Background: an optimization exercise with open tools, aiming at small area. Do not read the settings as production practice. The RTL was checked by simulation tests, not by an equivalence proof against the original design. Power is estimated from default activity; no workload was simulated.

Design rfm70_dispatch, start of the top module:
module rfm70_dispatch (
    input  wire        clk,
    input  wire        rst,
    input  wire [19:0] settle_cycles,
    input  wire        req_valid,
    output wire        req_ready,
    input  wire [3:0]  req_op,
    input  wire [7:0]  req_arg,
    input  wire [5:0]  req_len,
    output wire        rsp_valid,
    output wire [1:0]  rsp_err,
    output wire        rsp_has_status,
    output wire [7:0]  rsp_status,
    input  wire        buf_we,
    input  wire [4:0]  buf_addr,
    input  wire [7:0]  buf_wdata,
    output wire [7:0]  buf_rdata,
    output wire        spi_cs_n,
    output wire        spi_sck,
    output wire        spi_mosi,
    input  wire        spi_miso,
    input  wire        spi_fault,
    output reg         ce
);
==> flow/config.mk <==
export PLATFORM = sky130hd
export DESIGN_NAME = rfm70_dispatch
export DESIGN_NICKNAME = rfm70_dispatch
export VERILOG_FILES = /design/flow/design.v
export SDC_FILE = /design/flow/constraint.sdc
export NUM_CORES = 4
export LEC_CHECK = 0
export ABC_AREA = 1
export CAP_MARGIN = 20
export CORE_MARGIN = 2
export CORE_UTILIZATION = 65
export PLACE_DENSITY = 0.75
export SLEW_MARGIN = 20
==> flow/constraint.sdc <==
create_clock -name core_clock -period 10.0 [get_ports {clk}]
set_input_delay 2.0000 -clock core_clock [delete_from_list [all_inputs] [get_ports {clk}]]
set_output_delay 2.0000 -clock core_clock [all_outputs]
set_load 0.01 [all_outputs]
standard.sh (not shown) runs the stock make flow with config.mk's settings and CLKGATE_MAP_FILE= SYNTH_SCRIPT=/design/flow/synth_recipe.tcl, a recipe that flattens the netlist after the stock synthesis.
==> flow/flow/run.sh <==
#!/bin/bash
# Own layout flow: the standard layout (standard.sh, ORFS) with
#  - the payload buffer's read mux and write decoder (module rfm70_bufport,
#    combinational) black-boxed during synthesis and replaced, before the
#    design is flattened, by the hand-mapped netlist flow/bufport_gates.v
#    (own_synth.tcl is synth_recipe.tcl with that step added);
#  - an area-oriented ABC script for the rest of the combinational logic:
#    each script in flow/abc/ is tried and the one giving the smallest
#    netlist is kept (registers are mapped by the same dfflibmap step before
#    ABC runs, so they keep the standard synthesis's names and cell types);
#  - the smallest buffer on each port;
#  - a clock tree of a few large clock buffers, without dummy loads.
# Each tool run's output goes to a log file of its own in this folder.
set -euo pipefail
W=$(pwd)
rm -rf "$W/scripts_own"
cp -r "$FLOW_HOME/scripts" "$W/scripts_own"
SYN=(SCRIPTS_DIR="$W/scripts_own" SYNTH_SCRIPT="$W/flow/own_synth.tcl"
     SYNTH_BLACKBOXES=rfm70_bufport OWN_BUFPORT_V="$W/flow/bufport_gates.v")

best=""; best_area=""
for f in "$W"/flow/abc/*.script; do
  s=$(basename "$f" .script)
  cp "$f" "$W/scripts_own/abc_area.script"
  rm -rf "$W/orfs"
  if bash standard.sh "${SYN[@]}" synth > "$W/synth_try_$s.log" 2>&1; then
    a=$(grep -o "Chip area for module '.rfm70_dispatch': [0-9.]*" \
          "$W"/orfs/reports/*/rfm70_dispatch/base/synth_stat.txt | awk '{print $NF}')
    echo "abc script $s: area $a (without rfm70_bufport)" >> "$W/synth_tries.log"
    if [[ -n "$a" ]] && { [[ -z "$best_area" ]] || awk -v a="$a" -v b="$best_area" 'BEGIN{exit !(a<b)}'; }; then
      best=$s; best_area=$a
    fi
  else
    echo "abc script $s: failed" >> "$W/synth_tries.log"
  fi
done
echo "chosen: $best ($best_area)" >> "$W/synth_tries.log"
cp "$W/flow/abc/$best.script" "$W/scripts_own/abc_area.script"
rm -rf "$W/orfs"

CTS="-sink_clustering_enable -repair_clock_nets -dont_use_dummy_load"
CTS="$CTS -buf_list sky130_fd_sc_hd__clkbuf_16 -sink_clustering_size 28 -sink_clustering_max_diameter 90"
bash standard.sh "${SYN[@]}" \
  BUFFER_PORTS_ARGS="-buffer_cell sky130_fd_sc_hd__buf_1" \
  CTS_ARGS="$CTS" \
  finish > "$W/flow_make.log" 2>&1
Other scripts of this flow, unchanged in this note and not shown: flow/flow/abc/c4.script, flow/flow/abc/d3.script, flow/flow/abc/e1.script, flow/flow/abc/e4.script, flow/flow/abc/e7.script, flow/flow/bufport_gates.v, flow/flow/own_synth.tcl
Rerun with:
Settings changed: CORE_UTILIZATION 65 to 40, PLACE_DENSITY 0.75 to not set.
What happened: The new run finished clean; area after synthesis is unchanged; die area climbs by well over a third; hold slack barely changes; cell area goes up slightly; core utilization came out lower by 28 points; global-route usage decreases by 13 points.

========
Setup of P:
Another version of the RTL of rfm70_dispatch (not shown whole).
Size: ~1,000 cells after synthesis, roughly 0.013 mm² of cells after synthesis.
export LEC_CHECK = 0
export ABC_AREA = 1
export CAP_MARGIN = 20
export CORE_MARGIN = 2
export CORE_UTILIZATION = 60
export PLACE_DENSITY = 0.75
export SLEW_MARGIN = 20
create_clock -name core_clock -period 10.0 [get_ports {clk}]
==> flow/flow/run.sh <==
#!/bin/bash
# Own layout flow: the standard layout (standard.sh, ORFS) with
#  - the payload buffer's read mux and write decoder (module rfm70_bufport,
#    combinational) black-boxed during synthesis and replaced, before the
#    design is flattened, by the hand-mapped netlist flow/bufport_gates.v
#    (own_synth.tcl is synth_recipe.tcl with that step added);
#  - an area-oriented ABC script for the rest of the combinational logic:
#    the synthesis is run (NUM_CORES at a time) with each script in
#    flow/abc/ and the smallest netlist is kept (registers are mapped by the
#    same dfflibmap step before ABC runs, so they keep the standard
#    synthesis's names and cell types; some scripts use ABC's time-limited
#    &deepsyn, so the kept synthesis results are used as they are, not made
#    again);
#  - the smallest buffer on each port;
#  - a clock tree of a few large clock buffers, without dummy loads.
# Each tool run's output goes to a log file of its own in this folder.
set -euo pipefail
W=$(pwd)
JOBS=${NUM_CORES:-4}
syn() {  # syn NAME: synthesis with flow/abc/NAME.script in orfs_try_NAME
  local s=$1
  rm -rf "$W/scripts_try_$s" "$W/orfs_try_$s"
  cp -r "$FLOW_HOME/scripts" "$W/scripts_try_$s"
  cp "$W/flow/abc/$s.script" "$W/scripts_try_$s/abc_area.script"
  bash standard.sh SCRIPTS_DIR="$W/scripts_try_$s" WORK_HOME="$W/orfs_try_$s" \
    SYNTH_SCRIPT="$W/flow/own_synth.tcl" SYNTH_BLACKBOXES=rfm70_bufport \
    OWN_BUFPORT_V="$W/flow/bufport_gates.v" synth > "$W/synth_try_$s.log" 2>&1
}
names=()
for f in "$W"/flow/abc/*.script; do names+=("$(basename "$f" .script)"); done
running=0
for s in "${names[@]}"; do
  syn "$s" &
  running=$((running + 1))
  if (( running >= JOBS )); then wait -n || true; running=$((running - 1)); fi
done
wait || true

best=""; best_area=""
for s in "${names[@]}"; do
  a=$(grep -o "Chip area for module '.rfm70_dispatch': [0-9.]*" \
        "$W"/orfs_try_$s/reports/*/rfm70_dispatch/base/synth_stat.txt 2>/dev/null | awk '{print $NF}' || true)
  if [[ -z "$a" || ! -f "$W/orfs_try_$s/results/sky130hd/rfm70_dispatch/base/1_synth.odb" ]]; then
    echo "abc script $s: failed" >> "$W/synth_tries.log"; continue
  fi
  echo "abc script $s: area $a (without rfm70_bufport)" >> "$W/synth_tries.log"
  if [[ -z "$best_area" ]] || awk -v a="$a" -v b="$best_area" 'BEGIN{exit !(a<b)}'; then
    best=$s; best_area=$a
  fi
done
echo "chosen: $best ($best_area)" >> "$W/synth_tries.log"
rm -rf "$W/orfs" "$W/scripts_own"
mv "$W/orfs_try_$best" "$W/orfs"
mv "$W/scripts_try_$best" "$W/scripts_own"
rm -rf "$W"/orfs_try_* "$W"/scripts_try_*

CTS="-sink_clustering_enable -repair_clock_nets -dont_use_dummy_load"
CTS="$CTS -buf_list sky130_fd_sc_hd__clkbuf_16 -sink_clustering_size 28 -sink_clustering_max_diameter 90"
bash standard.sh SCRIPTS_DIR="$W/scripts_own" \
  SYNTH_SCRIPT="$W/flow/own_synth.tcl" SYNTH_BLACKBOXES=rfm70_bufport \
  OWN_BUFPORT_V="$W/flow/bufport_gates.v" \
  BUFFER_PORTS_ARGS="-buffer_cell sky130_fd_sc_hd__buf_1" \
  CTS_ARGS="$CTS" \
  finish > "$W/flow_make.log" 2>&1
==> flow/flow/abc/d3.script <==
strash
dch -f
map -a
strash
dch -f
map -a
strash
dch -f
map -a
strash
dch -f
map -a
strash
dch -f
map -a
strash
dch -f
map -a
strash
dch -f
amap
topo
==> flow/flow/abc/e1.script <==
strash
dch -f
map -a
strash
dch -f
map -a
strash
dch -f
map -a
strash
dch -f
map -a
strash
dch -f
map -a
strash
dch -f
map -a
strash
dch -f
map -a
strash
dch -f
map -a
strash
dch -f
amap
topo
==> flow/flow/abc/f2s1.script <==
strash
dch -f
map -a
strash
&get -n
&deepsyn -T 60 -S 1
&put
dch -f
map -a
strash
dch -f
amap
topo
==> flow/flow/abc/f2s2.script <==
strash
dch -f
map -a
strash
&get -n
&deepsyn -T 60 -S 2
&put
dch -f
map -a
strash
dch -f
amap
topo
==> flow/flow/abc/f2s4.script <==
strash
dch -f
map -a
strash
&get -n
&deepsyn -T 90 -S 4
&put
dch -f
map -a
strash
dch -f
amap
topo
==> flow/flow/abc/f2s5.script <==
strash
dch -f
map -a
strash
&get -n
&deepsyn -T 90 -S 5
&put
dch -f
map -a
strash
dch -f
amap
topo
Other scripts of this flow, unchanged in this note and not shown: flow/flow/abc/e4.script, flow/flow/abc/f2.script, flow/flow/abc/f2s3.script, flow/flow/bufport_gates.v, flow/flow/own_synth.tcl
The final layout from P, which completed every stage, passed the timing, design-rule and antenna checks at the end of the flow.
#### Input delta (Q over P)
==> flow/flow/abc/L12.script (new file) <==
strash
dch -f
map -a
strash
&get -n
&deepsyn -T 120 -S 12
&put
dch -f
map -a
strash
dch -f
amap
topo
==> flow/flow/abc/L3.script (new file) <==
strash
dch -f
map -a
strash
&get -n
&deepsyn -T 120 -S 3
&put
dch -f
map -a
strash
dch -f
amap
topo
==> flow/flow/abc/L4.script (new file) <==
strash
dch -f
map -a
strash
&get -n
&deepsyn -T 120 -S 4
&put
dch -f
map -a
strash
dch -f
amap
topo
==> flow/flow/abc/L6.script (new file) <==
strash
dch -f
map -a
strash
&get -n
&deepsyn -T 120 -S 6
&put
dch -f
map -a
strash
dch -f
amap
topo
==> flow/flow/abc/L8.script (new file) <==
strash
dch -f
map -a
strash
&get -n
&deepsyn -T 120 -S 8
&put
dch -f
map -a
strash
dch -f
amap
topo
removed: flow/flow/abc/d3.script
removed: flow/flow/abc/e1.script
removed: flow/flow/abc/f2s1.script
removed: flow/flow/abc/f2s2.script
removed: flow/flow/abc/f2s4.script
removed: flow/flow/abc/f2s5.script
Findings:
The post-synthesis instance area was comparable across Q and P. Q -> P: leftover overflow at the end of global routing delta 0, exact match. Multi-input combinational cell count went down slightly going from P to Q. Area used by sequential logic in the layout: P vs Q — no meaningful difference. Q against P: leakage power summed over all cells roughly the same; via count climbed 82; clock period minus worst slack -0.21 ns.

separate check: timing with driven ports:
In the flow no input, the clock included, has a driving cell. The finished layouts below were timed again as built, in two steps. Step 1, drivers: a clkbuf_16 drives clk and a buf_2 each remaining input, both assumed. Step 2 moves the port delays by t, midway between the first and last clock arrival at a register: inputs arrive t later, outputs are due t later. That takes back most of the time a late clock gives input paths. a / b / c = no drivers / after step 1 / after step 2; a / b = the first two.
run	shift t [ns]	setup WS [ns]	worst setup path at the end
the first run of note 1	0.542	1.877 / 1.850 / 1.850	input to output
the second run of note 1	0.549	2.102 / 2.080 / 2.080	input to output
P	0.533	2.124 / 2.076 / 2.115	input to output
Q	0.538	2.333 / 2.307 / 2.307	input to output
After both steps setup and hold are still met in every run listed. The setup slack of the first run of note 1, which loses most, moves by -0.027 ns with the drivers and by -0.027 ns with both steps.
